Source: an optimization exercise on an open RTL-to-GDS flow (aim: small area). Production flows keep margins and buffers that such runs may drop.
In this exercise RTL edits were held to simulation tests only and were not proved equivalent to the original.
No activity file was given, so power comes from the tool's default toggle rates.

<file path="flow/design.v">
module rcadc_lut (
    input  wire [8:0] idx,
    output reg  [7:0] code
);
  always @(*) begin
    case (idx)
      9'd0: code = 8'd0;
      9'd1: code = 8'd0;
      9'd2: code = 8'd0;
      9'd3: code = 8'd0;
      9'd4: code = 8'd1;
      9'd5: code = 8'd2;
      9'd6: code = 8'd3;
      9'd7: code = 8'd4;
      9'd8: code = 8'd5;
      9'd9: code = 8'd6;
      9'd10: code = 8'd6;
      9'd11: code = 8'd7;
      9'd12: code = 8'd8;
      9'd13: code = 8'd8;
      9'd14: code = 8'd9;
      9'd15: code = 8'd10;
      9'd16: code = 8'd10;
      9'd17: code = 8'd11;
      9'd18: code = 8'd12;
      9'd19: code = 8'd13;
      9'd20: code = 8'd13;
      9'd21: code = 8'd14;
      9'd22: code = 8'd15;
      9'd23: code = 8'd15;
      9'd24: code = 8'd16;
      9'd25: code = 8'd17;
      9'd26: code = 8'd17;
      9'd27: code = 8'd18;
      9'd28: code = 8'd19;
      9'd29: code = 8'd19;
      9'd30: code = 8'd20;
      9'd31: code = 8'd21;
      9'd32: code = 8'd21;
      9'd33: code = 8'd22;
      9'd34: code = 8'd23;
      9'd35: code = 8'd23;
      9'd36: code = 8'd24;
      9'd37: code = 8'd25;
      9'd38: code = 8'd25;
      9'd39: code = 8'd26;
      9'd40: code = 8'd26;
      9'd41: code = 8'd27;
      9'd42: code = 8'd28;
      9'd43: code = 8'd28;
      9'd44: code = 8'd29;
      9'd45: code = 8'd30;
      9'd46: code = 8'd30;
      9'd47: code = 8'd31;
      9'd48: code = 8'd32;
      9'd49: code = 8'd32;
      9'd50: code = 8'd33;
      9'd51: code = 8'd34;
      9'd52: code = 8'd34;
      9'd53: code = 8'd35;
      9'd54: code = 8'd36;
      9'd55: code = 8'd36;
      9'd56: code = 8'd37;
      9'd57: code = 8'd38;
      9'd58: code = 8'd38;
      9'd59: code = 8'd39;
      9'd60: code = 8'd39;
      9'd61: code = 8'd40;
      9'd62: code = 8'd41;
      9'd63: code = 8'd41;
      9'd64: code = 8'd42;
      9'd65: code = 8'd43;
      9'd66: code = 8'd43;
      9'd67: code = 8'd44;
      9'd68: code = 8'd45;
      9'd69: code = 8'd45;
      9'd70: code = 8'd46;
      9'd71: code = 8'd46;
      9'd72: code = 8'd47;
      9'd73: code = 8'd48;
      9'd74: code = 8'd48;
      9'd75: code = 8'd49;
      9'd76: code = 8'd50;
      9'd77: code = 8'd50;
      9'd78: code = 8'd51;
      9'd79: code = 8'd51;
      9'd80: code = 8'd52;
      9'd81: code = 8'd53;
      9'd82: code = 8'd53;
      9'd83: code = 8'd54;
      9'd84: code = 8'd55;
      9'd85: code = 8'd55;
      9'd86: code = 8'd56;
      9'd87: code = 8'd56;
      9'd88: code = 8'd57;
      9'd89: code = 8'd58;
      9'd90: code = 8'd58;
      9'd91: code = 8'd59;
      9'd92: code = 8'd59;
      9'd93: code = 8'd60;
      9'd94: code = 8'd61;
      9'd95: code = 8'd61;
      9'd96: code = 8'd62;
      9'd97: code = 8'd63;
      9'd98: code = 8'd63;
      9'd99: code = 8'd64;
      9'd100: code = 8'd64;
      9'd101: code = 8'd65;
      9'd102: code = 8'd66;
      9'd103: code = 8'd66;
      9'd104: code = 8'd67;
      9'd105: code = 8'd67;
      9'd106: code = 8'd68;
      9'd107: code = 8'd69;
      9'd108: code = 8'd69;
      9'd109: code = 8'd70;
      9'd110: code = 8'd70;
      9'd111: code = 8'd71;
      9'd112: code = 8'd72;
      9'd113: code = 8'd72;
      9'd114: code = 8'd73;
      9'd115: code = 8'd73;
      9'd116: code = 8'd74;
      9'd117: code = 8'd75;
      9'd118: code = 8'd75;
      9'd119: code = 8'd76;
      9'd120: code = 8'd76;
      9'd121: code = 8'd77;
      9'd122: code = 8'd77;
      9'd123: code = 8'd78;
      9'd124: code = 8'd79;
      9'd125: code = 8'd79;
      9'd126: code = 8'd80;
      9'd127: code = 8'd80;
      9'd128: code = 8'd81;
      9'd129: code = 8'd82;
      9'd130: code = 8'd82;
      9'd131: code = 8'd83;
      9'd132: code = 8'd83;
      9'd133: code = 8'd84;
      9'd134: code = 8'd84;
      9'd135: code = 8'd85;
      9'd136: code = 8'd86;
      9'd137: code = 8'd86;
      9'd138: code = 8'd87;
      9'd139: code = 8'd87;
      9'd140: code = 8'd88;
      9'd141: code = 8'd88;
      9'd142: code = 8'd89;
      9'd143: code = 8'd90;
      9'd144: code = 8'd90;
      9'd145: code = 8'd91;
      9'd146: code = 8'd91;
      9'd147: code = 8'd92;
      9'd148: code = 8'd92;
      9'd149: code = 8'd93;
      9'd150: code = 8'd94;
      9'd151: code = 8'd94;
      9'd152: code = 8'd95;
      9'd153: code = 8'd95;
      9'd154: code = 8'd96;
      9'd155: code = 8'd96;
      9'd156: code = 8'd97;
      9'd157: code = 8'd98;
      9'd158: code = 8'd98;
      9'd159: code = 8'd99;
      9'd160: code = 8'd99;
      9'd161: code = 8'd100;
      9'd162: code = 8'd100;
      9'd163: code = 8'd101;
      9'd164: code = 8'd101;
      9'd165: code = 8'd102;
      9'd166: code = 8'd103;
      9'd167: code = 8'd103;
      9'd168: code = 8'd104;
      9'd169: code = 8'd104;
      9'd170: code = 8'd105;
      9'd171: code = 8'd105;
      9'd172: code = 8'd106;
      9'd173: code = 8'd106;
      9'd174: code = 8'd107;
      9'd175: code = 8'd108;
      9'd176: code = 8'd108;
      9'd177: code = 8'd109;
      9'd178: code = 8'd109;
      9'd179: code = 8'd110;
      9'd180: code = 8'd110;
      9'd181: code = 8'd111;
      9'd182: code = 8'd111;
      9'd183: code = 8'd112;
      9'd184: code = 8'd112;
      9'd185: code = 8'd113;
      9'd186: code = 8'd113;
      9'd187: code = 8'd114;
      9'd188: code = 8'd115;
      9'd189: code = 8'd115;
      9'd190: code = 8'd116;
      9'd191: code = 8'd116;
      9'd192: code = 8'd117;
      9'd193: code = 8'd117;
      9'd194: code = 8'd118;
      9'd195: code = 8'd118;
      9'd196: code = 8'd119;
      9'd197: code = 8'd119;
      9'd198: code = 8'd120;
      9'd199: code = 8'd120;
      9'd200: code = 8'd121;
      9'd201: code = 8'd121;
      9'd202: code = 8'd122;
      9'd203: code = 8'd123;
      9'd204: code = 8'd123;
      9'd205: code = 8'd124;
      9'd206: code = 8'd124;
      9'd207: code = 8'd125;
      9'd208: code = 8'd125;
      9'd209: code = 8'd126;
      9'd210: code = 8'd126;
      9'd211: code = 8'd127;
      9'd212: code = 8'd127;
      9'd213: code = 8'd128;
      9'd214: code = 8'd128;
      9'd215: code = 8'd129;
      9'd216: code = 8'd129;
      9'd217: code = 8'd130;
      9'd218: code = 8'd130;
      9'd219: code = 8'd131;
      9'd220: code = 8'd131;
      9'd221: code = 8'd132;
      9'd222: code = 8'd132;
      9'd223: code = 8'd133;
      9'd224: code = 8'd133;
      9'd225: code = 8'd134;
      9'd226: code = 8'd134;
      9'd227: code = 8'd135;
      9'd228: code = 8'd135;
      9'd229: code = 8'd136;
      9'd230: code = 8'd136;
      9'd231: code = 8'd137;
      9'd232: code = 8'd138;
      9'd233: code = 8'd138;
      9'd234: code = 8'd139;
      9'd235: code = 8'd139;
      9'd236: code = 8'd140;
      9'd237: code = 8'd140;
      9'd238: code = 8'd141;
      9'd239: code = 8'd141;
      9'd240: code = 8'd142;
      9'd241: code = 8'd142;
      9'd242: code = 8'd143;
      9'd243: code = 8'd143;
      9'd244: code = 8'd144;
      9'd245: code = 8'd144;
      9'd246: code = 8'd145;
      9'd247: code = 8'd145;
      9'd248: code = 8'd146;
      9'd249: code = 8'd146;
      9'd250: code = 8'd147;
      9'd251: code = 8'd147;
      9'd252: code = 8'd147;
      9'd253: code = 8'd148;
      9'd254: code = 8'd148;
      9'd255: code = 8'd149;
      9'd256: code = 8'd149;
      9'd257: code = 8'd150;
      9'd258: code = 8'd150;
      9'd259: code = 8'd151;
      9'd260: code = 8'd151;
      9'd261: code = 8'd152;
      9'd262: code = 8'd152;
      9'd263: code = 8'd153;
      9'd264: code = 8'd153;
      9'd265: code = 8'd154;
      9'd266: code = 8'd154;
      9'd267: code = 8'd155;
      9'd268: code = 8'd155;
      9'd269: code = 8'd156;
      9'd270: code = 8'd156;
      9'd271: code = 8'd157;
      9'd272: code = 8'd157;
      9'd273: code = 8'd158;
      9'd274: code = 8'd158;
      9'd275: code = 8'd159;
      9'd276: code = 8'd159;
      9'd277: code = 8'd160;
      9'd278: code = 8'd160;
      9'd279: code = 8'd161;
      9'd280: code = 8'd161;
      9'd281: code = 8'd162;
      9'd282: code = 8'd162;
      9'd283: code = 8'd162;
      9'd284: code = 8'd163;
      9'd285: code = 8'd163;
      9'd286: code = 8'd164;
      9'd287: code = 8'd164;
      9'd288: code = 8'd165;
      9'd289: code = 8'd165;
      9'd290: code = 8'd166;
      9'd291: code = 8'd166;
      9'd292: code = 8'd167;
      9'd293: code = 8'd167;
      9'd294: code = 8'd168;
      9'd295: code = 8'd168;
      9'd296: code = 8'd169;
      9'd297: code = 8'd169;
      9'd298: code = 8'd169;
      9'd299: code = 8'd170;
      9'd300: code = 8'd170;
      9'd301: code = 8'd171;
      9'd302: code = 8'd171;
      9'd303: code = 8'd172;
      9'd304: code = 8'd172;
      9'd305: code = 8'd173;
      9'd306: code = 8'd173;
      9'd307: code = 8'd174;
      9'd308: code = 8'd174;
      9'd309: code = 8'd175;
      9'd310: code = 8'd175;
      9'd311: code = 8'd175;
      9'd312: code = 8'd176;
      9'd313: code = 8'd176;
      9'd314: code = 8'd177;
      9'd315: code = 8'd177;
      9'd316: code = 8'd178;
      9'd317: code = 8'd178;
      9'd318: code = 8'd179;
      9'd319: code = 8'd179;
      9'd320: code = 8'd180;
      9'd321: code = 8'd180;
      9'd322: code = 8'd180;
      9'd323: code = 8'd181;
      9'd324: code = 8'd181;
      9'd325: code = 8'd182;
      9'd326: code = 8'd182;
      9'd327: code = 8'd183;
      9'd328: code = 8'd183;
      9'd329: code = 8'd184;
      9'd330: code = 8'd184;
      9'd331: code = 8'd184;
      9'd332: code = 8'd185;
      9'd333: code = 8'd185;
      9'd334: code = 8'd186;
      9'd335: code = 8'd186;
      9'd336: code = 8'd187;
      9'd337: code = 8'd187;
      9'd338: code = 8'd188;
      9'd339: code = 8'd188;
      9'd340: code = 8'd188;
      9'd341: code = 8'd189;
      9'd342: code = 8'd189;
      9'd343: code = 8'd190;
      9'd344: code = 8'd190;
      9'd345: code = 8'd191;
      9'd346: code = 8'd191;
      9'd347: code = 8'd191;
      9'd348: code = 8'd192;
      9'd349: code = 8'd192;
      9'd350: code = 8'd193;
      9'd351: code = 8'd193;
      9'd352: code = 8'd194;
      9'd353: code = 8'd194;
      9'd354: code = 8'd194;
      9'd355: code = 8'd195;
      9'd356: code = 8'd195;
      9'd357: code = 8'd196;
      9'd358: code = 8'd196;
      9'd359: code = 8'd197;
      9'd360: code = 8'd197;
      9'd361: code = 8'd197;
      9'd362: code = 8'd198;
      9'd363: code = 8'd198;
      9'd364: code = 8'd199;
      9'd365: code = 8'd199;
      9'd366: code = 8'd200;
      9'd367: code = 8'd200;
      9'd368: code = 8'd200;
      9'd369: code = 8'd201;
      9'd370: code = 8'd201;
      9'd371: code = 8'd202;
      9'd372: code = 8'd202;
      9'd373: code = 8'd202;
      9'd374: code = 8'd203;
      9'd375: code = 8'd203;
      9'd376: code = 8'd204;
      9'd377: code = 8'd204;
      9'd378: code = 8'd205;
      9'd379: code = 8'd205;
      9'd380: code = 8'd205;
      9'd381: code = 8'd206;
      9'd382: code = 8'd206;
      9'd383: code = 8'd207;
      9'd384: code = 8'd207;
      9'd385: code = 8'd207;
      9'd386: code = 8'd208;
      9'd387: code = 8'd208;
      9'd388: code = 8'd209;
      9'd389: code = 8'd209;
      9'd390: code = 8'd210;
      9'd391: code = 8'd210;
      9'd392: code = 8'd210;
      9'd393: code = 8'd211;
      9'd394: code = 8'd211;
      9'd395: code = 8'd212;
      9'd396: code = 8'd212;
      9'd397: code = 8'd212;
      9'd398: code = 8'd213;
      9'd399: code = 8'd213;
      9'd400: code = 8'd214;
      9'd401: code = 8'd214;
      9'd402: code = 8'd214;
      9'd403: code = 8'd215;
      9'd404: code = 8'd215;
      9'd405: code = 8'd216;
      9'd406: code = 8'd216;
      9'd407: code = 8'd216;
      9'd408: code = 8'd217;
      9'd409: code = 8'd217;
      9'd410: code = 8'd218;
      9'd411: code = 8'd218;
      9'd412: code = 8'd218;
      9'd413: code = 8'd219;
      9'd414: code = 8'd219;
      9'd415: code = 8'd220;
      9'd416: code = 8'd220;
      9'd417: code = 8'd220;
      9'd418: code = 8'd221;
      9'd419: code = 8'd221;
      9'd420: code = 8'd222;
      9'd421: code = 8'd222;
      9'd422: code = 8'd222;
      9'd423: code = 8'd223;
      9'd424: code = 8'd223;
      9'd425: code = 8'd224;
      9'd426: code = 8'd224;
      9'd427: code = 8'd224;
      9'd428: code = 8'd225;
      9'd429: code = 8'd225;
      9'd430: code = 8'd225;
      9'd431: code = 8'd226;
      9'd432: code = 8'd226;
      9'd433: code = 8'd227;
      9'd434: code = 8'd227;
      9'd435: code = 8'd227;
      9'd436: code = 8'd228;
      9'd437: code = 8'd228;
      9'd438: code = 8'd229;
      9'd439: code = 8'd229;
      9'd440: code = 8'd229;
      9'd441: code = 8'd230;
      9'd442: code = 8'd230;
      9'd443: code = 8'd230;
      9'd444: code = 8'd231;
      9'd445: code = 8'd231;
      9'd446: code = 8'd232;
      9'd447: code = 8'd232;
      9'd448: code = 8'd232;
      9'd449: code = 8'd233;
      9'd450: code = 8'd233;
      9'd451: code = 8'd233;
      9'd452: code = 8'd234;
      9'd453: code = 8'd234;
      9'd454: code = 8'd235;
      9'd455: code = 8'd235;
      9'd456: code = 8'd235;
      9'd457: code = 8'd236;
      9'd458: code = 8'd236;
      9'd459: code = 8'd236;
      9'd460: code = 8'd237;
      9'd461: code = 8'd237;
      9'd462: code = 8'd238;
      9'd463: code = 8'd238;
      9'd464: code = 8'd238;
      9'd465: code = 8'd239;
      9'd466: code = 8'd239;
      9'd467: code = 8'd239;
      9'd468: code = 8'd240;
      9'd469: code = 8'd240;
      9'd470: code = 8'd241;
      9'd471: code = 8'd241;
      9'd472: code = 8'd241;
      9'd473: code = 8'd242;
      9'd474: code = 8'd242;
      9'd475: code = 8'd242;
      9'd476: code = 8'd243;
      9'd477: code = 8'd243;
      9'd478: code = 8'd243;
      9'd479: code = 8'd244;
      9'd480: code = 8'd244;
      9'd481: code = 8'd245;
      9'd482: code = 8'd245;
      9'd483: code = 8'd245;
      9'd484: code = 8'd246;
      9'd485: code = 8'd246;
      9'd486: code = 8'd246;
      9'd487: code = 8'd247;
      9'd488: code = 8'd247;
      9'd489: code = 8'd247;
      9'd490: code = 8'd248;
      9'd491: code = 8'd248;
      9'd492: code = 8'd248;
      9'd493: code = 8'd249;
      9'd494: code = 8'd249;
      9'd495: code = 8'd250;
      9'd496: code = 8'd250;
      9'd497: code = 8'd250;
      9'd498: code = 8'd251;
      9'd499: code = 8'd251;
      9'd500: code = 8'd251;
      9'd501: code = 8'd252;
      9'd502: code = 8'd252;
      9'd503: code = 8'd252;
      9'd504: code = 8'd253;
      9'd505: code = 8'd253;
      9'd506: code = 8'd253;
      9'd507: code = 8'd254;
      9'd508: code = 8'd254;
      9'd509: code = 8'd254;
      9'd510: code = 8'd255;
      9'd511: code = 8'd255;
      default: code = 8'd0;
    endcase
  end
endmodule
module rcadc (
    input  wire        clk,
    input  wire        rst,         
    input  wire        sense,       
    input  wire        start,
    input  wire [7:0]  dac_in,
    input  wire        bus_en,
    input  wire        bus_we,
    input  wire [3:0]  bus_addr,
    input  wire [7:0]  bus_wdata,
    input  wire        rx_rdy,
    input  wire [7:0]  rx_data,
    input  wire        tx_ack,
    output wire        charge,
    output wire        done,
    output wire        avail,
    output wire [7:0]  val,
    output reg  [15:0] rdata,
    output wire [7:0]  tx_data,
    output wire        tx_we,
    output wire [2:0]  ser_rd
);
  localparam [9:0]  MAX_CNT       = 10'd740;
  localparam [12:0] DISCHARGE_CNT = 13'd6404;
  localparam [7:0]  CONV_FACTOR   = 8'd177;
  localparam        CONV_PREC     = 7;
  localparam DISCHARGING = 1'b0;
  localparam CHARGING    = 1'b1;
  reg        phase;
  reg [9:0]  up_cnt;
  reg [12:0] down_cnt;
  reg        sync0, sync1;
  reg [1:0]  zero_run;
  reg        latched;
  reg        avail_r;
  reg [8:0]  raw_index;
  reg [9:0]  raw_cnt;
  reg        sample_rdy;
  reg [7:0]  dac_val_copy;
  reg [7:0]  adc_val_copy;
  reg [8:0]  adc_idx_copy;
  reg [9:0]  adc_cnt_copy;
  wire cmp = sync1;
  wire [16:0] conv_prod = up_cnt[9:1] * CONV_FACTOR;
  wire [8:0]  conv_idx  = conv_prod[CONV_PREC+8:CONV_PREC];
  wire done_tick = (phase == DISCHARGING) && (down_cnt == DISCHARGE_CNT);
  wire timeout   = (phase == CHARGING) && (up_cnt == MAX_CNT);
  wire hit       = (phase == CHARGING) && !cmp && (zero_run == 2'd1) && !latched;
  wire [7:0] lut_code;
  rcadc_lut u_lut (.idx(raw_index), .code(lut_code));
  assign charge = (phase == CHARGING);
  assign done   = done_tick;
  assign avail  = avail_r;
  assign val    = lut_code;
  always @(posedge clk) begin
    if (rst) begin
      phase     <= DISCHARGING;
      up_cnt    <= 10'd0;
      down_cnt  <= 13'd0;
      sync0     <= 1'b0;
      sync1     <= 1'b0;
      zero_run  <= 2'd0;
      latched   <= 1'b0;
      avail_r   <= 1'b0;
      raw_index <= 9'd0;
      raw_cnt   <= 10'd0;
    end else begin
      sync0 <= sense;
      sync1 <= sync0;
      if (phase == DISCHARGING) begin
        if (done_tick) begin
          down_cnt <= 13'd0;
          latched  <= 1'b0;
          if (start) begin
            phase   <= CHARGING;
            avail_r <= 1'b0;
          end
        end else begin
          down_cnt <= down_cnt + 13'd1;
        end
      end else begin
        if (!cmp)
          zero_run <= (zero_run == 2'd2) ? 2'd2 : zero_run + 2'd1;
        else
          zero_run <= 2'd0;
        if (hit) begin
          raw_index <= conv_idx;
          raw_cnt   <= up_cnt;
          latched   <= 1'b1;
          avail_r   <= 1'b1;
        end
        if (timeout) begin
          up_cnt   <= 10'd0;
          zero_run <= 2'd0;
          phase    <= DISCHARGING;
          if (!latched && !hit) begin
            raw_index <= 9'h1ff;
            raw_cnt   <= MAX_CNT;
            latched   <= 1'b1;
            avail_r   <= 1'b1;
          end
        end else begin
          up_cnt <= up_cnt + 10'd1;
        end
      end
    end
  end
  wire strobe = done_tick && avail_r;
  wire rd     = bus_en && !bus_we;
  wire rd_rdy = rd && (bus_addr == 4'd4);
  always @(posedge clk) begin
    if (rst) begin
      sample_rdy   <= 1'b0;
      dac_val_copy <= 8'd0;
      adc_val_copy <= 8'd0;
      adc_idx_copy <= 9'd0;
      adc_cnt_copy <= 10'd0;
    end else if (strobe) begin
      sample_rdy   <= 1'b1;
      dac_val_copy <= dac_in;
      adc_val_copy <= lut_code;
      adc_idx_copy <= raw_index;
      adc_cnt_copy <= raw_cnt;
    end else if (rd_rdy) begin
      sample_rdy   <= 1'b0;
    end
  end
  always @(*) begin
    rdata = 16'd0;
    if (rd) begin
      case (bus_addr)
        4'd0: rdata = {15'd0, rx_rdy};
        4'd1: rdata = {8'd0, rx_data};
        4'd2: rdata = {15'd0, tx_ack};
        4'd4: rdata = {15'd0, sample_rdy};
        4'd5: rdata = {8'd0, dac_val_copy};
        4'd6: rdata = {8'd0, adc_val_copy};
        4'd7: rdata = {7'd0, adc_idx_copy};
        4'd8: rdata = {6'd0, adc_cnt_copy};
        default: rdata = 16'd0;
      endcase
    end
  end
  assign tx_we     = bus_en && bus_we && (bus_addr == 4'd3);
  assign tx_data   = bus_wdata;
  assign ser_rd[0] = rd && (bus_addr == 4'd0);
  assign ser_rd[1] = rd && (bus_addr == 4'd1);
  assign ser_rd[2] = rd && (bus_addr == 4'd2);
endmodule
</file>
<file path="flow/run.sh">
#!/bin/bash
# synth_recipe.tcl (not shown) runs the flow's synth.tcl, then flattens the netlist and writes it again
# the make line also repeats each setting of config.mk as NAME=value (left out here)
make -C /OpenROAD-flow-scripts/flow DESIGN_CONFIG=/design/flow/config.mk WORK_HOME=/design/flow/orfs CLKGATE_MAP_FILE= SYNTH_SCRIPT=/design/flow/synth_recipe.tcl finish
</file>
<file path="flow/config.mk">
export PLATFORM = sky130hd
export DESIGN_NAME = rcadc
export DESIGN_NICKNAME = rcadc
export VERILOG_FILES = /design/flow/design.v
export SDC_FILE = /design/flow/constraint.sdc
export NUM_CORES = 4
export LEC_CHECK = 0
export CAP_MARGIN = 20
export CORE_MARGIN = 2
export CORE_UTILIZATION = 40
export PLACE_DENSITY = 0.6
export SLEW_MARGIN = 20
</file>
<file path="flow/constraint.sdc">
create_clock -name core_clock -period 10.0 [get_ports {clk}]
set_input_delay 2.0000 -clock core_clock [delete_from_list [all_inputs] [get_ports {clk}]]
set_output_delay 2.0000 -clock core_clock [all_outputs]
set_load 0.01 [all_outputs]
</file>
==> results list <==
- Leakage Power: between 3 and 4 nW
* Clock Path Buffers: 2
- The worst setup path is captured at an output pin.
- Largest area contributor in the synthesized netlist: sky130_fd_sc_hd__dfxtp_1
- Final setup fails: 0
* Clock root buffer master: sky130_fd_sc_hd__clkbuf_16
- Worst Path Arrival: around 4500 ps
* First-pass GRT wire length: 38300 um
* First-pass DRT Iterations: 7
- Actual slew at the worst max-slew pin: 1090 ps
- Relative to the synthesized area, the layout overhead comes to 9.52%.
- After technology mapping, the gate count stands at 1077.
* Overall Global Routing Usage: a little under a quarter
- Half-perimeter wire length after placement: roughly 17000 um
- Entering global routing, the biggest net connects between 60 and 70 pins.
- 0 antenna diodes ended up in the layout.
* Most frequent cell after synthesis: sky130_fd_sc_hd__nand2_1
- Drt drc: 0
* Clock-pin slew on the worst setup and hold paths: 70 ps
* Syn Std Cell Area: between 7000 and 8000 um^2
- The post-route netlist has 5.63% of its cells at a drive strength greater than 1.
* Number of buffers inserted during clock tree synthesis: 9
* Clock Sink Count: 93
- Fraction of registers with async set or reset after synthesis: 0%
- Kind of start point of the critical path: input port
- # port buffers: 52
- Switching power share of the total: 22.3%
- Finished Core Util: approximately 45%
- Post-Route Setup TNS: 0 ps
* Seq cells post-synth: 93
- The die covers between 20000 and 25000 um^2.
* Final min period: about 6500 ps
* Vertical die dimension: 144 um
- Of all nets on the critical path, the largest fanout is 13.
- Internal power comes to between 0.5 and 0.6 mW.
- Fin worst setup slack: 3490 ps
- The number of gates resized after CTS was 0.
* Main synth FF type: sky130_fd_sc_hd__dfxtp_1
- For this run the aggregate overflow at the end of global routing stands at 0.
* Antenna-violating nets left: 0
- The hold violation count in the final report was 0.
- Part of the total power dissipated in sequential elements: 52.3%
- Final nets: 1162
- Number of top-level pins: 75
- Via count: approximately 8.0k
- The worst-case IR drop observed on VDD is 0.0000761 V.
* Largest cells by area after synthesis: sky130_fd_sc_hd__dfxtp_1, sky130_fd_sc_hd__ha_1, sky130_fd_sc_hd__nand2_1
- Per report_power, the combinational group accounts for 4.4% of the total.
- From left edge to right edge, the die measures roughly 140 um.
- Synth top area share: a little under a quarter
- Vias in the first global route: 7285
* Worst slack after detailed placement: 3520 ps
- The tightest min-delay check is of the reg -> reg type.
- Based on the critical path, the design can be clocked at up to approximately 0.15 GHz.
* Portion of the post-synthesis area used by sequential elements: 23.6%
- Post-synthesis average cell area: roughly 7.3 um^2
* Total Wirelength: 24200 um
- The detailed router finished its first iteration with approximately 1k violations.
- CTS HTree Levels: 3
- Yosys printed 2 warnings.
* Worst-case headroom to the max-slew limit: a little over a quarter
* Outcome: finished clean
* Setup repair after global routing missed its margin: false
* Post-detailed-route wirelength per cell: 18.1 um
- In this run the post-CTS setup repair buffer count came out at 0.
- For the final database, setup skew stands at 8.41 ps.
- Placed instance count: roughly 1.3k
* Core region area: 19400 um^2
- In this run, synthesis inferred 0 flip-flops with an integrated enable.
- Max_cap viols: 0
- Weighted congestion reported at the end of routability-driven placement: ~0.94
* Final cell count without fillers: 1331
- Hold repair after CTS inserted 0 buffers.
- The commonest cells after synthesis are sky130_fd_sc_hd__nand2_1, sky130_fd_sc_hd__a21oi_1, sky130_fd_sc_hd__nor2_1, sky130_fd_sc_hd__dfxtp_1, sky130_fd_sc_hd__ha_1.
* Vias per std cell: slightly above 6
- Power comes to a little over 0.7 mW.
- Final-report max-slew violation count: 0
- Number of placement rows: 51
- The initial antenna violation count was 1.
- In this run the power density over the cells is about 83 nW/um^2.
- Crit path required time: approximately 8000 ps
- Clock Power Share: 43.3%
- WS Path Type: in -> out
- TritonCTS built the clock tree.
- The worst register-to-register path has a setup slack of roughly 3600 ps.
- Clock latency on the worst-skew pair, taken at its later pin, is about 340 ps.
* Initial cell density of the core: 40.7%
* Post-route clock period utilization: roughly 65%
* Number of library cell types mapped by synthesis: between 80 and 90
* Net switching power: around 0.16 mW
sequential cells by signal (all words and copies together) (netlist names):
signal / flops
down_cnt: 13
adc_cnt_copy: 10
raw_cnt: 10
up_cnt: 10
adc_idx_copy: 9
raw_index: 9
adc_val_copy: 8
dac_val_copy: 8
lut_code: 8
zero_run: 2
avail_r: 1
latched: 1
phase: 1
sample_rdy: 1
sync0: 1
sync1: 1
layout by cell type, fill, tap and decap left out, types with 6 or more instances in the layout:
cell	count
sky130_fd_sc_hd__nand2_1	145
sky130_fd_sc_hd__nor2_1	96
sky130_fd_sc_hd__a21oi_1	96
sky130_fd_sc_hd__dfxtp_1	93
sky130_fd_sc_hd__ha_1	55
sky130_fd_sc_hd__clkdlybuf4s50_1	51
sky130_fd_sc_hd__inv_1	50
sky130_fd_sc_hd__o21ai_0	48
sky130_fd_sc_hd__nand3_1	36
sky130_fd_sc_hd__a31oi_1	31
sky130_fd_sc_hd__o211ai_1	25
sky130_fd_sc_hd__xnor2_1	19
sky130_fd_sc_hd__o21ai_1	19
sky130_fd_sc_hd__nor3_1	17
sky130_fd_sc_hd__a22oi_1	15
sky130_fd_sc_hd__buf_4	15
sky130_fd_sc_hd__a211oi_1	14
sky130_fd_sc_hd__a311oi_1	13
sky130_fd_sc_hd__xor2_1	10
sky130_fd_sc_hd__and3_1	10
sky130_fd_sc_hd__o221ai_1	10
sky130_fd_sc_hd__nand2b_1	9
sky130_fd_sc_hd__o22ai_1	9
sky130_fd_sc_hd__mux2i_1	9
sky130_fd_sc_hd__fa_1	9
sky130_fd_sc_hd__clkbuf_16	9
sky130_fd_sc_hd__a221oi_1	8
sky130_fd_sc_hd__nor2b_1	7
sky130_fd_sc_hd__or3_1	7
sky130_fd_sc_hd__nor4_1	6
sky130_fd_sc_hd__o2111ai_1	6
sky130_fd_sc_hd__conb_1	6
worst paths after layout:
| check | startpoint | to | depth (start not counted) |
|---|---|---|---|
| hold reg to reg | sync0$_SDFF_PP0_ | sync1$_SDFF_PP0_ | 1 |
| setup / recovery | bus_addr[2] | rdata[3] | 6 |
| hold / removal | sync0$_SDFF_PP0_ | sync1$_SDFF_PP0_ | 1 |
| setup reg to reg | up_cnt[4]$_SDFFE_PP0P_ | lut_code[0]$_DFF_P_ | 18 |
power by group through the flow:
stage	Clock, mW	Sequential [mW]	Combinational [mW]
floorplan	0	0.381	0.0213
global placement	0	0.381	0.0314
detailed placement	0	0.381	0.0315
CTS	0.317	0.373	0.0318
global route	0.330	0.373	0.0348
finish	0.309	0.373	0.0318
kinds of logic (layout without fill, tap and decap cells):
| group | after synthesis | after routing | share of synthesized area, % |
|---|---|---|---|
| compound gates | 352 | 352 | 29.6 |
| simple gates | 375 | 375 | 22.2 |
| xor+xnor | 29 | 29 | 3.22 |
| flops | 93 | 93 | 23.6 |
| other cells | 1 | 6 | 0.0475 |
| buf+inv | 153 | 137 | 9.10 |
| fa+ha+maj | 64 | 64 | 11.0 |
| mux | 10 | 10 | 1.28 |
metrics by stage:
step | hold WS, ps | cell area [um^2]
floorplan | 414 | 7910
global placement | 416 | 8370
detailed placement | 443 | 8370
CTS | 456 | 8640
global route | 480 | 8640
finish | 447 | 8640
worst max-delay path, stage by stage:
cell	delay, ps
sky130_fd_sc_hd__clkdlybuf4s50_1	760
sky130_fd_sc_hd__nand2b_1	160
sky130_fd_sc_hd__nor3b_1	640
sky130_fd_sc_hd__a22oi_1	160
sky130_fd_sc_hd__a31oi_1	230
sky130_fd_sc_hd__clkdlybuf4s50_1	560
layer usage:
layer,share of wire [%],up-vias,wire (um),global-route usage [%]
li1,-,3848,-,-
met1,45,3728,10800,31.9
met2,43,402,10500,34.9
met3,9.5,52,2300,4.04
met4,2.2,2,538,7.05
met5,0.054,-,13,0
cell type report:
type | instances | area [um^2]
flip-flops and latches | 93 | 1860
multi-input cells | 836 | 5340
inverters | 55 | 208
clock buffers | 10 | 229
fillers | 2053 | 10800
clock inverters | 5 | 37.5
repair buffers | 67 | 628
well taps | 265 | 332

==> static timing again, ports no longer ideal <==
In the flow no input, the clock included, has a driving cell. The finished layout below was timed again as built, in two steps.
Step 1 sets driving cells, clkbuf_16 on the clock port and buf_2 on the other inputs (assumed; they add their load-dependent delay and slew).
Step 2, shift: input delay + t, output delay - t, t = (earliest + latest rising clock arrival at the registers) / 2. This alone moves slack from input paths to output paths.
Slacks: ideal ports / drivers / drivers and shift; pairs: ideal ports / drivers.
t (ns): 0.374
setup WS [ns]: 3.486 / 3.459 / 3.459
clock arrival spread, ns: 0.008 / 0.009
slew at the worst register clock pin (ns): 0.07 / 0.07
worst slew at a driven data input, ns: 0.07
After both steps this run still meets setup and hold. For this run, drivers alone change the setup slack by -0.027 ns; drivers and shift together by -0.027 ns.
